Source: an optimization exercise on an open RTL-to-GDS flow (aim: small area, a short achievable clock period and few clock cycles). Production flows keep margins and buffers that such runs may drop. Function was checked by simulation only, so behaviour that the tests miss may differ from the original. Power figures rest on the tool's default switching activity, not on a simulated workload.

Design mee_arith, start of the top module:
module mee_arith (
    input  wire        clk,
    input  wire        rst,         
    input  wire        cmd_valid,   
    input  wire [31:0] cmd_word,
    input  wire [31:0] op_a,        
    input  wire [31:0] op_b,        
    input  wire [31:0] op_n,        
    input  wire        ovr_clr,     
    output reg         busy,
    output reg         done,
    output reg         ok,
    output wire [3:0]  err,
    output reg         cmdovr,
    output reg  [31:0] res,
    output wire [63:0] s,
    output wire [63:0] t
);
    reg  [31:0] s_lo, t_lo;
    reg  [1:0]  err_r;
    assign s   = {{32{s_lo[31]}}, s_lo};
    assign t   = {{32{t_lo[31]}}, t_lo};
    assign err = {2'b00, err_r};
    localparam ST_DEC  = 3'd0;
    localparam ST_SWAP = 3'd1;
    localparam ST_EU   = 3'd2;
    localparam ST_NORM = 3'd3;    
    localparam ST_MM   = 3'd4;    
    localparam ST_CONV = 3'd5;    
    localparam ST_UNSC = 3'd6;    
    localparam ST_FIX  = 3'd7;    
    localparam K_RED = 2'd0;      
    localparam K_SQ  = 2'd1;      
    localparam K_MUL = 2'd2;      
    reg [2:0]  state;
    reg        c_ill, c_rsv;
    reg [1:0]  c_op;        
    reg [31:0] ra, rb, rn;
    reg [32:0] u0, v0;
    reg [34:0] u1, v1;
    reg [4:0]  cnt;
    reg        phase;       
    reg [1:0]  kind;
    reg [5:0]  ebits;       
    reg [4:0]  zc;          
    reg [3:0]  steps;       
    reg        th0m1;       
    reg        th2ge4;      
    reg        th2ge5;      
    reg  [2:0] qr;          
    reg [31:0] yx1;         
    wire [32:0] dr, du, dv;
    wire [33:0] d2;
    mee_add #(33) add_dr (.a({1'b0, ra}), .b(~{1'b0, rb}), .ci(1'b1), .s(dr));      
    mee_add #(34) add_d2 (.a({2'b0, ra}), .b(~{1'b0, rb, 1'b0}), .ci(1'b1), .s(d2));  
    mee_add #(33) add_du (.a(u0), .b(~u1[32:0]), .ci(1'b1), .s(du));
    mee_add #(33) add_dv (.a(v0), .b(~v1[32:0]), .ci(1'b1), .s(dv));
    wire        r_ge  = ~dr[32];
    wire        sh_ok = ~d2[33];
    wire [34:0] ps2, pc2;
    wire [2:0]  qn;
  ...
clock: 13.0 ns
lec_check: 0
cap_margin: 20
core_margin: 2
core_utilization: 40
place_density: 0.5
slew_margin: 20
standard.sh (not shown) runs the stock make flow with config.mk's settings and CLKGATE_MAP_FILE= SYNTH_SCRIPT=/design/flow/synth_recipe.tcl, a recipe that flattens the netlist after the stock synthesis.
==> flow/flow/run.sh <==
#!/bin/bash
# The standard layout (the standard.sh: standard synthesis, floorplan,
# placement, CTS, routing, finish) with the design's SDC and clock period,
# but with timing repair asked to leave 8 ns of setup slack, so that it keeps
# sizing and buffering paths until they are at most 5 ns long. make's
# full output goes to standard.log; each tool's own log is under orfs/logs.
set -euo pipefail
bash standard.sh SETUP_SLACK_MARGIN=8 finish > standard.log 2>&1
The first run completed with no timing, DRC or antenna violations.
Testbench counts at the start, summed over its fixed seeds: cycles 296,685.
Next try:
--- a/flow/design.v
+++ b/flow/design.v
@@ -40,34 +40,33 @@
     reg [34:0] u1, v1;
     reg [4:0]  cnt;
     reg        phase;       
     reg [1:0]  kind;
     reg [5:0]  ebits;       
     reg [4:0]  zc;          
     reg [3:0]  steps;       
     reg        th0m1;       
     reg        th2ge4;      
     reg        th2ge5;      
     reg  [2:0] qr;          
-    reg [31:0] yx1;         
     wire [32:0] dr, du, dv;
     wire [33:0] d2;
     mee_add #(33) add_dr (.a({1'b0, ra}), .b(~{1'b0, rb}), .ci(1'b1), .s(dr));      
     mee_add #(34) add_d2 (.a({2'b0, ra}), .b(~{1'b0, rb, 1'b0}), .ci(1'b1), .s(d2));  
     mee_add #(33) add_du (.a(u0), .b(~u1[32:0]), .ci(1'b1), .s(du));
     mee_add #(33) add_dv (.a(v0), .b(~v1[32:0]), .ci(1'b1), .s(dv));
     wire        r_ge  = ~dr[32];
     wire        sh_ok = ~d2[33];
     wire [34:0] ps2, pc2;
     wire [2:0]  qn;
-    mee_mm2 mm (.ps(u1), .pc(v1), .q(qr), .yx1(yx1), .y(v0[30:29]), .x(ra), .n(rn),
+    mee_mm2 mm (.ps(u1), .pc(v1), .q(qr), .y(v0[31:29]), .x(ra), .n(rn),
                 .th0m1(th0m1), .th2ge4(th2ge4), .th2ge5(th2ge5),
                 .ps_o(ps2), .pc_o(pc2), .q_o(qn));
     wire [34:0] psum, psumn;
     wire [34:0] cs_s = u1 ^ v1 ^ {3'b0, rn};
     wire [34:0] cs_c = {((u1[33:0] & v1[33:0]) | (u1[33:0] & {2'b0, rn}) | (v1[33:0] & {2'b0, rn})), 1'b0};
     mee_add #(35) add_ps  (.a(u1), .b(v1), .ci(1'b0), .s(psum));
     mee_add #(35) add_psn (.a(cs_s), .b(cs_c), .ci(1'b0), .s(psumn));
     wire [31:0] pres  = psum[34] ? psumn[31:0] : psum[31:0];
     wire [31:0] ynext_r = zc[0] ? {1'b0, pres[31:1]} : pres;
     wire [31:0] ynext_b = zc[0] ? {1'b0, u0[31:1]} : u0[31:0];
     wire        y1st    = (kind == K_SQ && rb[31]) ? ynext_b[31] : ynext_r[31];
@@ -293,44 +292,41 @@
                         cnt <= cnt - 5'd1;
                     end
                 end
             end
             ST_NORM: begin
                 if (!rn[31]) begin
                     rn <= {rn[30:0], 1'b0};
                     ra <= {ra[30:0], 1'b0};
                     zc <= zc + 5'd1;
                 end else begin
                     qr    <= {1'b0, v0[31] && ra[31:30] != 2'b00, 1'b1};
-                    yx1   <= v0[31] ? ra : 32'd0;
                     u1    <= 35'd0;
                     v1    <= 35'd0;
                     cnt   <= 5'd15;
                     steps <= 4'd15 - zc[4:1];
                 end
             end
             ST_MM: begin
                 u1  <= ps2;
                 v1  <= pc2;
                 qr  <= qn;
-                yx1 <= v0[29] ? ra : 32'd0;
                 v0  <= {1'b0, v0[29:0], 2'b00};
                 cnt <= cnt - 5'd1;
             end
             ST_CONV: begin
                 u1  <= 35'd0;
                 v1  <= 35'd0;
                 cnt <= {1'b0, steps};
                 ra  <= pres;
                 qr  <= q1st;
-                yx1 <= y1st ? pres : 32'd0;
                 v0  <= {1'b0, ynext_r};
                 case (kind)
                 K_RED: begin
                     u0    <= {1'b0, pres};
                     rb    <= {rb[30:0], 1'b0};
                     ebits <= ebits - 6'd1;
                     kind  <= K_SQ;
                 end
                 K_SQ: begin
                     if (rb[31]) begin
                         v0   <= {1'b0, ynext_b};
@@ -361,39 +357,38 @@
                     rb    <= {rb[30:0], 1'b0};
                     ebits <= ebits - 6'd1;
                 end
             end
         end
     end
 endmodule
 module mee_mm2 (
     input  wire [34:0] ps,
     input  wire [34:0] pc,
     input  wire [2:0]  q,       
-    input  wire [31:0] yx1,     
-    input  wire [1:0]  y,       
+    input  wire [2:0]  y,       
     input  wire [31:0] x,
     input  wire [31:0] n,
     input  wire        th0m1,
     input  wire        th2ge4,
     input  wire        th2ge5,
     output wire [34:0] ps_o,
     output wire [34:0] pc_o,
     output wire [2:0]  q_o      
 );
     wire [34:0] dm1 = {3'b0, n};
     wire [34:0] dp1 = ~{3'b0, n};
     wire [34:0] dp2 = ~{2'b0, n, 1'b0};
     wire [34:0] a1  = {ps[33:0], 1'b0};
     wire [34:0] b1  = {pc[33:0], 1'b0};
-    wire [34:0] c1  = {3'b0, yx1};
+    wire [34:0] c1  = y[2] ? {3'b0, x} : 35'd0;
     wire [34:0] s1  = a1 ^ b1 ^ c1;
     wire [34:0] k1  = {((a1[33:0] & b1[33:0]) | (a1[33:0] & c1[33:0]) | (b1[33:0] & c1[33:0])), 1'b0};
     wire [2:0]  q2m1, q20, q2p1, q2p2;
     mee_est e1m1 (.s(s1[33:27]), .k(k1[33:27]), .d(dm1[33:27]), .y(y[1]), .x(x[31:29]),
                   .th0m1(th0m1), .th2ge4(th2ge4), .th2ge5(th2ge5), .q(q2m1));
     mee_est e10  (.s(s1[33:27]), .k(k1[33:27]), .d(7'd0),       .y(y[1]), .x(x[31:29]),
                   .th0m1(th0m1), .th2ge4(th2ge4), .th2ge5(th2ge5), .q(q20));
     mee_est e1p1 (.s(s1[33:27]), .k(k1[33:27]), .d(dp1[33:27]), .y(y[1]), .x(x[31:29]),
                   .th0m1(th0m1), .th2ge4(th2ge4), .th2ge5(th2ge5), .q(q2p1));
     mee_est e1p2 (.s(s1[33:27]), .k(k1[33:27]), .d(dp2[33:27]), .y(y[1]), .x(x[31:29]),
                   .th0m1(th0m1), .th2ge4(th2ge4), .th2ge5(th2ge5), .q(q2p2));
After rerunning: The changed run ran to the end with no violations. Count of clock-buffer cells in the layout falls by 2. Synthesized area shrinks by 2.7%. Power increases by 7.0%. Die area drops by 2.7%. Synthesized cell count stays flat. Routed wire length came out lower by 3.6%. Combinational power grows by 23%.
Testbench counts after the change, summed over its fixed seeds: cycles 296,685.

## port drivers added, routing unchanged
Ports are ideal in the flow. The routed layouts listed here were re-timed in OpenROAD. Step 1 (the two cells are an assumption about what drives the block):
set clk [get_ports {clk}]
set_driving_cell -lib_cell sky130_fd_sc_hd__clkbuf_16 $clk
set_driving_cell -lib_cell sky130_fd_sc_hd__buf_2 [delete_from_list [all_inputs] $clk]
Step 2 also shifts input and output timing later by t, the mid clock arrival at the registers, as if the neighbouring blocks saw the same clock. a / b / c = ideal ports / drivers / drivers and shift; a / b = the first two.
run | t (ns) | slack for setup (ns) | cell pins on the clock port's net
the first run | 0.770 | 7.418 / 7.418 / 7.418 | 1
the second run | 0.738 | 7.441 / 7.441 / 7.441 | 1
After both steps every run listed still meets setup and hold.
